From an optimization exercise on the open Yosys and OpenROAD flow, aimed at small area, a short achievable clock period and few clock cycles per item; shortcuts taken in it are not production practice. Function was checked by simulation only, so behaviour that the tests miss may differ from the original. Power figures rest on the tool's default switching activity, not on a simulated workload.

run G:
==> flow/design.v <==
module bitpacker (
    input  wire        clk,
    input  wire        rst,           
    input  wire        cmd_valid,
    output wire        cmd_ready,
    input  wire [79:0] cmd_word,
    input  wire        pay_valid,
    output wire        pay_ready,
    input  wire [7:0]  pay_data,
    output reg         rsp_valid,
    output wire [73:0] rsp_word,
    output reg         dst_we,
    output wire [31:0] dst_addr,
    output wire [7:0]  dst_data
);
    localparam [1:0] ST_OK = 2'd0, ST_OVERFLOW = 2'd1, ST_UNDERFLOW = 2'd2,
                     ST_ILLEGAL = 2'd3;
    wire [3:0]  i_opc = cmd_word[79:76];
    wire        i_e   = cmd_word[75];
    wire [2:0]  i_z   = cmd_word[74:72];
    wire [7:0]  i_cnt = cmd_word[71:64];
    wire [31:0] i_dh  = cmd_word[63:32];
    wire [31:0] i_dl  = cmd_word[31:0];
    wire i_z0    = (i_z == 3'd0);
    wire i_dh0   = (i_dh == 32'd0);
    wire i_dl0   = (i_dl == 32'd0);
    wire i_base  = !i_e && i_z0 && (i_cnt == 8'd0);
    wire i_le32  = (i_cnt <= 8'd32);
    wire i_le64  = (i_cnt <= 8'd64);
    wire i_init  = ((i_opc == 4'h1) && i_base && i_dh0) || ((i_opc == 4'h2) && i_base);
    wire i_reset = (i_opc == 4'h3) && i_base && i_dh0 && i_dl0;
    wire i_put   = ((i_opc == 4'h4) && i_z0 && i_le32 && i_dh0) ||
                   ((i_opc == 4'h5) && i_z0 && i_le64);
    wire i_flush = (i_opc == 4'h6) && i_base && i_dh0 && i_dl0;
    wire i_wrb   = (i_opc == 4'h7) && i_base && i_dh0;
    wire i_pos   = (i_opc == 4'h8) && i_base && i_dh0 && i_dl0;
    wire i_rem   = (i_opc == 4'h9) && i_base && i_dh0 && i_dl0;
    wire i_tail  = (i_opc == 4'hA) && i_base && i_dh0 && i_dl0;
    wire i_ill   = !(i_init || i_reset || i_put || i_flush || i_wrb || i_pos || i_rem || i_tail);
    wire       i_big = (i_opc == 4'h5) && !i_le32;
    wire [5:0] i_nhi = (i_cnt[6]) ? 6'd32 : {1'b0, i_cnt[4:0]};    
    wire [5:0] i_n0  = i_big ? (i_e ? 6'd32 : i_nhi) : i_cnt[5:0];
    wire [5:0] i_n1  = i_e ? i_nhi : 6'd32;
    reg [63:0] cache;
    reg [6:0]  fill;
    reg [31:0] index;
    reg [31:0] len;
    reg [32:0] room;
    reg        c_valid;
    reg        c_init, c_reset, c_put, c_flush, c_wrb, c_pos, c_rem, c_tail, c_ill;
    reg        c_e, c_big;
    reg [5:0]  c_n, c_n2;
    reg [31:0] c_dl, c_dh;
    reg [1:0]  c_ph;         
    reg [7:0]  sh;           
    reg [2:0]  fcnt;         
    reg        c_skip;       
    reg [31:0] db;
    reg [1:0]  wcnt;         
    reg        adv;          
    reg [1:0]  st;
    reg        gv0, gv1;
    reg [2:0]  npend;        
    reg [2:0]  nbefore;      
    assign dst_addr = index;
    assign dst_data = db[31:24];
    assign rsp_word = {st, 4'd0, c_dl & {32{gv1}}, c_n[3:0] & {4{gv0}}, c_dh & {32{gv0}}};
    function [31:0] mask32;
        input [5:0] n;
        begin
            mask32 = (n >= 6'd32) ? 32'hFFFF_FFFF : ((32'd1 << n) - 32'd1);
        end
    endfunction
    function [31:0] le32;
        input [5:0]  n;
        input [31:0] v;
        reg   [31:0] m, s, hi, lo;
        reg   [5:0]  a;
        reg   [2:0]  r;
        begin
            m  = v & mask32(n);
            s  = {m[7:0], m[15:8], m[23:16], m[31:24]};
            a  = {n[5:3], 3'b000};
            r  = n[2:0];
            hi = (a == 6'd0) ? 32'd0 : (s >> (6'd32 - a));
            lo = (r == 3'd0) ? 32'd0 : ((s >> (6'd24 - a)) & mask32({3'b000, r}));
            le32 = (hi << r) | lo;
        end
    endfunction
    wire        r_neg  = room[32];
    wire        r_big  = (room[31:4] != 28'd0);
    wire [31:0] ins_v  = (c_big && !c_e) ? c_dh : c_dl;
    wire [31:0] ins_m  = c_e ? le32(c_n, ins_v) : (ins_v & mask32(c_n));
    wire [6:0]  fsum   = fill + {1'b0, c_n};
    wire        drain  = sh[7];
    wire [6:0]  ins_sh = drain ? {2'b00, sh[4:0]} : sh[6:0];
    wire [63:0] ins_c  = (drain ? {cache[31:0], 32'd0} : cache) | ({32'd0, ins_m} << ins_sh);
    wire        dok    = !r_neg && (room[31:2] != 30'd0);    
    wire [3:0]  f8     = fill[6:3];
    wire        fpart  = (fill[2:0] != 3'd0);
    wire [3:0]  c8     = f8 + {3'd0, fpart};
    wire        f_ovf  = r_neg || (!r_big && (room[3:0] < c8));
    wire [3:0]  f_nb   = r_neg ? 4'd0 : (!r_big && room[3:0] < f8) ? room[3:0] : f8;
    wire [1:0]  f_st   = f_ovf ? ST_OVERFLOW : fpart ? ST_UNDERFLOW : ST_OK;
    wire        q_any  = c_pos || c_rem || c_tail;
    wire        q_idx  = c_valid && q_any && !adv;
    wire [3:0]  xi     = q_idx ? f8 : {1'b0, nw_drain, 1'b0, adv};
    wire [32:0] idx_s  = {1'b0, index} + {29'd0, xi};
    wire [3:0]  yr     = q_any ? (c_rem ? c8 : f8) : (p_go && drain) ? 4'd4 : 4'd1;
    wire [32:0] sub    = room - {29'd0, yr};
    wire        s_neg  = sub[32];
    wire [35:0] pos    = {idx_s, fill[2:0]};
    wire [35:0] rem_v  = s_neg ? 36'd0 : {sub, 3'd0 - fill[2:0]};
    wire [31:0] tail_c = s_neg ? len : idx_s[31:0];
    wire [31:0] tail_l = s_neg ? 32'd0 : sub[31:0];
    wire quiet    = (wcnt == 2'd0);
    wire idle_rsp = (npend == 3'd0);
    wire p_go     = c_valid && c_put && (!drain || quiet) && (c_big || npend != 3'd7);
    wire p_ld     = p_go && drain && dok;
    wire p_done   = p_go && !c_big;
    wire nw_drain = p_go && drain && !dok;
    wire g_init   = c_valid && (c_init || c_reset) && quiet && npend != 3'd7;
    wire g_q      = c_valid && (c_pos || c_rem || c_tail || c_ill) && quiet && idle_rsp && !adv;
    wire g_fw     = c_valid && (c_flush || c_wrb) && quiet && idle_rsp;
    wire f_start  = g_fw && (c_ph == 2'd0);
    wire f_move   = (f_start && f_nb != 4'd0) || (g_fw && c_ph == 2'd1);
    wire f_last   = (f_start && f_nb <= 4'd1) || (g_fw && c_ph == 2'd1 && fcnt == 3'd1);
    wire pay_ph   = g_fw && (c_ph == 2'd2);
    wire pay_any  = (c_dl != 32'd0);
    assign pay_ready = pay_ph && pay_any;
    wire take     = pay_ready && pay_valid;
    wire wr_ok    = !r_neg && (room[31:0] != 32'd0);      
    wire w_done   = pay_ph && (!pay_any || (take && c_dl == 32'd1));
    wire fl_done  = c_flush && f_last;
    wire wr_end   = w_done;
    wire triv     = p_done || g_init;
    wire c_done   = p_done || g_init || g_q || (g_fw && (fl_done || w_done));
    wire c_holds  = c_pos || c_rem || c_tail || c_wrb;
    assign cmd_ready = !c_valid ||
                       (c_put && !c_big && (!drain || quiet) && npend != 3'd7) ||
                       ((c_init || c_reset) && quiet && npend != 3'd7) ||
                       (c_ill && quiet && idle_rsp && !adv) ||
                       (c_flush && quiet && idle_rsp && c_ph == 2'd1 && fcnt == 3'd1);
    wire accept   = cmd_valid && cmd_ready;
    wire [6:0] fill_nx = g_init ? 7'd0 :
                         p_go   ? (drain ? fsum - 7'd32 : fsum) :
                         f_move ? fill - 7'd8 : fill;
    wire [5:0] n_nx    = cmd_ready ? i_n0 : (p_go && c_big) ? c_n2 : c_n;
    wire [3:0] tot   = {1'b0, npend} + {3'd0, triv};
    wire       rel   = p_ld ? (npend != 3'd0)
                            : (tot != 4'd0) && (nbefore != 3'd0 || wcnt <= 2'd1);
    always @(posedge clk) begin
        if (rst) begin
            cache   <= 64'd0;
            fill    <= 7'd0;
            sh      <= 8'd64;
            index   <= 32'd0;
            len     <= 32'd0;
            room    <= 33'd0;
            c_valid <= 1'b0;
            c_ph    <= 2'd0;
            wcnt    <= 2'd0;
            adv     <= 1'b0;
            dst_we  <= 1'b0;
            rsp_valid <= 1'b0;
            npend   <= 3'd0;
            nbefore <= 3'd0;
            gv0     <= 1'b0;
            gv1     <= 1'b0;
            st      <= ST_OK;
        end else begin
            sh <= 8'd64 - {1'b0, fill_nx} - {2'b00, n_nx};
            rsp_valid <= 1'b0;
            gv0 <= 1'b0;
            gv1 <= 1'b0;
            npend <= tot[2:0] - {2'd0, rel};
            if (p_ld)
                nbefore <= npend - {2'd0, rel};
            else if (rel && nbefore != 3'd0)
                nbefore <= nbefore - 3'd1;
            if (rel) begin
                rsp_valid <= 1'b1;
                st <= ST_OK;
            end
            adv    <= 1'b0;
            dst_we <= 1'b0;
            if (p_ld) begin
                db     <= cache[63:32];
                wcnt   <= 2'd3;
                adv    <= 1'b1;
                dst_we <= 1'b1;
            end else if (wcnt != 2'd0) begin
                db     <= {db[23:0], 8'd0};
                wcnt   <= wcnt - 2'd1;
                adv    <= 1'b1;
                dst_we <= 1'b1;
            end else if (f_move) begin
                db[31:24] <= cache[63:56];
                adv    <= 1'b1;
                dst_we <= 1'b1;
            end else if (take && !c_skip) begin
                db[31:24] <= pay_data;
                adv    <= 1'b1;
                dst_we <= wr_ok;
            end
            if (!q_idx)
                index <= idx_s[31:0];
            if ((p_go && drain) || f_move || (take && !c_skip))
                room <= sub;
            if (p_go) begin
                cache <= ins_c;
                fill  <= drain ? fsum - 7'd32 : fsum;
                if (c_big) begin
                    c_big <= 1'b0;
                    c_n   <= c_n2;
                    if (c_e)
                        c_dl <= c_dh;
                end
            end
            if (g_init) begin
                cache <= 64'd0;
                fill  <= 7'd0;
                index <= 32'd0;
                if (c_init) begin
                    len  <= c_dl;
                    room <= {1'b0, c_dl};
                end else
                    room <= {1'b0, len};
            end
            if (g_q) begin
                rsp_valid <= 1'b1;
                st  <= c_ill ? ST_ILLEGAL : ST_OK;
                gv0 <= !c_ill;
                gv1 <= c_tail;
                if (c_pos) begin
                    c_dh <= pos[31:0];
                    c_n[3:0] <= pos[35:32];
                end
                if (c_rem) begin
                    c_dh <= rem_v[31:0];
                    c_n[3:0] <= rem_v[35:32];
                end
                if (c_tail) begin
                    c_dh <= tail_c;
                    c_dl <= tail_l;
                    c_n[3:0] <= 4'd0;
                end
            end
            if (f_start) begin
                st <= f_st;
                c_skip <= (f_st != ST_OK);
                fcnt <= f_nb[2:0] - 3'd1;
            end
            if (f_move) begin
                cache <= {cache[55:0], 8'd0};
                fill  <= fill - 7'd8;
                if (!f_start)
                    fcnt <= fcnt - 3'd1;
            end
            if (g_fw && c_ph == 2'd0)
                c_ph <= f_last ? 2'd2 : 2'd1;
            else if (g_fw && c_ph == 2'd1 && fcnt == 3'd1)
                c_ph <= 2'd2;
            if (fl_done) begin
                rsp_valid <= 1'b1;
                if (f_start)
                    st <= f_st;
            end
            if (take) begin
                c_dl <= c_dl - 32'd1;
                if (!c_skip && wr_ok)
                    c_dh <= c_dh + 32'd1;
                if (!c_skip && !wr_ok)
                    st <= ST_OVERFLOW;
            end
            if (w_done) begin
                rsp_valid <= 1'b1;
                gv0 <= 1'b1;
            end
            if (c_done)
                c_valid <= 1'b0;
            if (accept)
                c_valid <= 1'b1;
            if (cmd_ready) begin
                c_init  <= i_init;
                c_reset <= i_reset;
                c_put   <= i_put;
                c_flush <= i_flush;
                c_wrb   <= i_wrb;
                c_pos   <= i_pos;
                c_rem   <= i_rem;
                c_tail  <= i_tail;
                c_ill   <= i_ill;
                c_e     <= i_e;
                c_big   <= i_put && i_big;
                c_n     <= i_n0;
                c_n2    <= i_n1;
                c_dl    <= i_dl;
                c_dh    <= i_dh;
                c_ph    <= 2'd0;
            end
        end
    end
endmodule
==> flow/config.mk <==
export PLATFORM = sky130hd
export DESIGN_NAME = bitpacker
export DESIGN_NICKNAME = bitpacker
export VERILOG_FILES = /design/flow/design.v
export SDC_FILE = /design/flow/constraint.sdc
export NUM_CORES = 4
export LEC_CHECK = 0
export ABC_AREA = 1
export CAP_MARGIN = 20
export CORE_MARGIN = 2
export CORE_UTILIZATION = 40
export SETUP_SLACK_MARGIN = 5
export SLEW_MARGIN = 20
==> flow/constraint.sdc <==
create_clock -name core_clock -period 10.0 [get_ports {clk}]
set_input_delay 2.0000 -clock core_clock [delete_from_list [all_inputs] [get_ports {clk}]]
set_output_delay 2.0000 -clock core_clock [all_outputs]
set_load 0.01 [all_outputs]
run.sh (not shown) runs the stock make flow with config.mk's settings and CLKGATE_MAP_FILE= SYNTH_SCRIPT=/design/flow/synth_recipe.tcl, a recipe that flattens the netlist after the stock synthesis.
Run G went all the way through synthesis, placement and routing and the layout is clean on timing, DRC and antenna.
Testbench counts of run G, summed over its fixed seeds: cycles 55,951, cmds 24,000.
Inputs modified between run G and run B:
diff --git a/flow/design.v b/flow/design.v
--- a/flow/design.v
+++ b/flow/design.v
@@ -40,8 +40,9 @@
     wire       i_big = (i_opc == 4'h5) && !i_le32;
     wire [5:0] i_nhi = (i_cnt[6]) ? 6'd32 : {1'b0, i_cnt[4:0]};    
     wire [5:0] i_n0  = i_big ? (i_e ? 6'd32 : i_nhi) : i_cnt[5:0];
     wire [5:0] i_n1  = i_e ? i_nhi : 6'd32;
+    wire       i_swp = i_big && !i_e;
     reg [63:0] cache;
     reg [6:0]  fill;
     reg [31:0] index;
     reg [31:0] len;
@@ -51,9 +52,8 @@
     reg        c_e, c_big;
     reg [5:0]  c_n, c_n2;
     reg [31:0] c_dl, c_dh;
     reg [1:0]  c_ph;         
-    reg [7:0]  sh;           
     reg [2:0]  fcnt;         
     reg        c_skip;       
     reg [31:0] db;
     reg [1:0]  wcnt;         
@@ -88,13 +88,12 @@
         end
     endfunction
     wire        r_neg  = room[32];
     wire        r_big  = (room[31:4] != 28'd0);
-    wire [31:0] ins_v  = (c_big && !c_e) ? c_dh : c_dl;
-    wire [31:0] ins_m  = c_e ? le32(c_n, ins_v) : (ins_v & mask32(c_n));
+    wire [31:0] ins_m  = c_e ? le32(c_n, c_dl) : (c_dl & mask32(c_n));
     wire [6:0]  fsum   = fill + {1'b0, c_n};
-    wire        drain  = sh[7];
-    wire [6:0]  ins_sh = drain ? {2'b00, sh[4:0]} : sh[6:0];
+    wire        drain  = fsum > 7'd64;
+    wire [6:0]  ins_sh = (drain ? 7'd96 : 7'd64) - fsum;
     wire [63:0] ins_c  = (drain ? {cache[31:0], 32'd0} : cache) | ({32'd0, ins_m} << ins_sh);
     wire        dok    = !r_neg && (room[31:2] != 30'd0);    
     wire [3:0]  f8     = fill[6:3];
     wire        fpart  = (fill[2:0] != 3'd0);
@@ -105,9 +104,9 @@
     wire        q_any  = c_pos || c_rem || c_tail;
     wire        q_idx  = c_valid && q_any && !adv;
     wire [3:0]  xi     = q_idx ? f8 : {1'b0, nw_drain, 1'b0, adv};
     wire [32:0] idx_s  = {1'b0, index} + {29'd0, xi};
-    wire [3:0]  yr     = q_any ? (c_rem ? c8 : f8) : (p_go && drain) ? 4'd4 : 4'd1;
+    wire [3:0]  yr     = q_any ? (c_rem ? c8 : f8) : c_put ? 4'd4 : 4'd1;
     wire [32:0] sub    = room - {29'd0, yr};
     wire        s_neg  = sub[32];
     wire [35:0] pos    = {idx_s, fill[2:0]};
     wire [35:0] rem_v  = s_neg ? 36'd0 : {sub, 3'd0 - fill[2:0]};
@@ -141,20 +140,15 @@
                        ((c_init || c_reset) && quiet && npend != 3'd7) ||
                        (c_ill && quiet && idle_rsp && !adv) ||
                        (c_flush && quiet && idle_rsp && c_ph == 2'd1 && fcnt == 3'd1);
     wire accept   = cmd_valid && cmd_ready;
-    wire [6:0] fill_nx = g_init ? 7'd0 :
-                         p_go   ? (drain ? fsum - 7'd32 : fsum) :
-                         f_move ? fill - 7'd8 : fill;
-    wire [5:0] n_nx    = cmd_ready ? i_n0 : (p_go && c_big) ? c_n2 : c_n;
     wire [3:0] tot   = {1'b0, npend} + {3'd0, triv};
     wire       rel   = p_ld ? (npend != 3'd0)
                             : (tot != 4'd0) && (nbefore != 3'd0 || wcnt <= 2'd1);
     always @(posedge clk) begin
         if (rst) begin
             cache   <= 64'd0;
             fill    <= 7'd0;
-            sh      <= 8'd64;
             index   <= 32'd0;
             len     <= 32'd0;
             room    <= 33'd0;
             c_valid <= 1'b0;
@@ -168,9 +162,8 @@
             gv0     <= 1'b0;
             gv1     <= 1'b0;
             st      <= ST_OK;
         end else begin
-            sh <= 8'd64 - {1'b0, fill_nx} - {2'b00, n_nx};
             rsp_valid <= 1'b0;
             gv0 <= 1'b0;
             gv1 <= 1'b0;
             npend <= tot[2:0] - {2'd0, rel};
@@ -212,10 +205,9 @@
                 fill  <= drain ? fsum - 7'd32 : fsum;
                 if (c_big) begin
                     c_big <= 1'b0;
                     c_n   <= c_n2;
-                    if (c_e)
-                        c_dl <= c_dh;
+                    c_dl  <= c_dh;
                 end
             end
             if (g_init) begin
                 cache <= 64'd0;
@@ -294,10 +286,10 @@
                 c_e     <= i_e;
                 c_big   <= i_put && i_big;
                 c_n     <= i_n0;
                 c_n2    <= i_n1;
-                c_dl    <= i_dl;
-                c_dh    <= i_dh;
+                c_dl    <= i_swp ? i_dh : i_dl;
+                c_dh    <= i_swp ? i_dl : i_dh;
                 c_ph    <= 2'd0;
             end
         end
     end
==> comparison <==
On number of distinct standard cells referenced by the synthesized netlist: run B sits below run G.
Number of instances in the synthesized netlist of run B falls short of that of run G slightly.
Comparing run G and run B, share of synthesized cell area in and, or, nand and nor gates is higher on run G.
Delta(count of state elements after synthesis, run B - run G) < 0
The termination of the worst setup path comes out c_dh[28] in one run and pay_ready in the other, namely in run B and run G respectively.
Run B has synthesized area below what run G had.
Run B contains more vias than run G.
Looking at detailed placer's ending HPWL, run B sits about 2.8% above run G.
| finished layout cell area | run B vs run G | 530 µm² higher |
Sort run G and run B by total power, descending, and run B comes first.
Testbench counts of run B, summed over its fixed seeds: cycles 55,951, cmds 24,000.

[what the ideal ports hide]
In the flow no input, the clock included, has a driving cell. The finished layouts below were timed again as built, in two steps. Step 1 sets driving cells, clkbuf_16 on the clock port and buf_2 on the other inputs (assumed; they add their load-dependent delay and slew). Step 2 also shifts input and output timing later by t, the mid clock arrival at the registers, as if the neighbouring blocks saw the same clock. Slacks: no drivers / after step 1 / after step 2; pairs: no drivers / after step 1.
run	t (ns)	setup slack, ns	worst setup path after step 2	clock arrival spread, ns
run G	0.625	5.061 / 4.997 / 4.493	input to register	0.031 / 0.031
run B	0.647	4.818 / 4.776 / 4.481	input to register	0.045 / 0.044
After both steps setup and hold are still met in every run listed. For run G, which loses most, drivers alone change the setup slack by -0.064 ns; drivers and shift together by -0.568 ns.
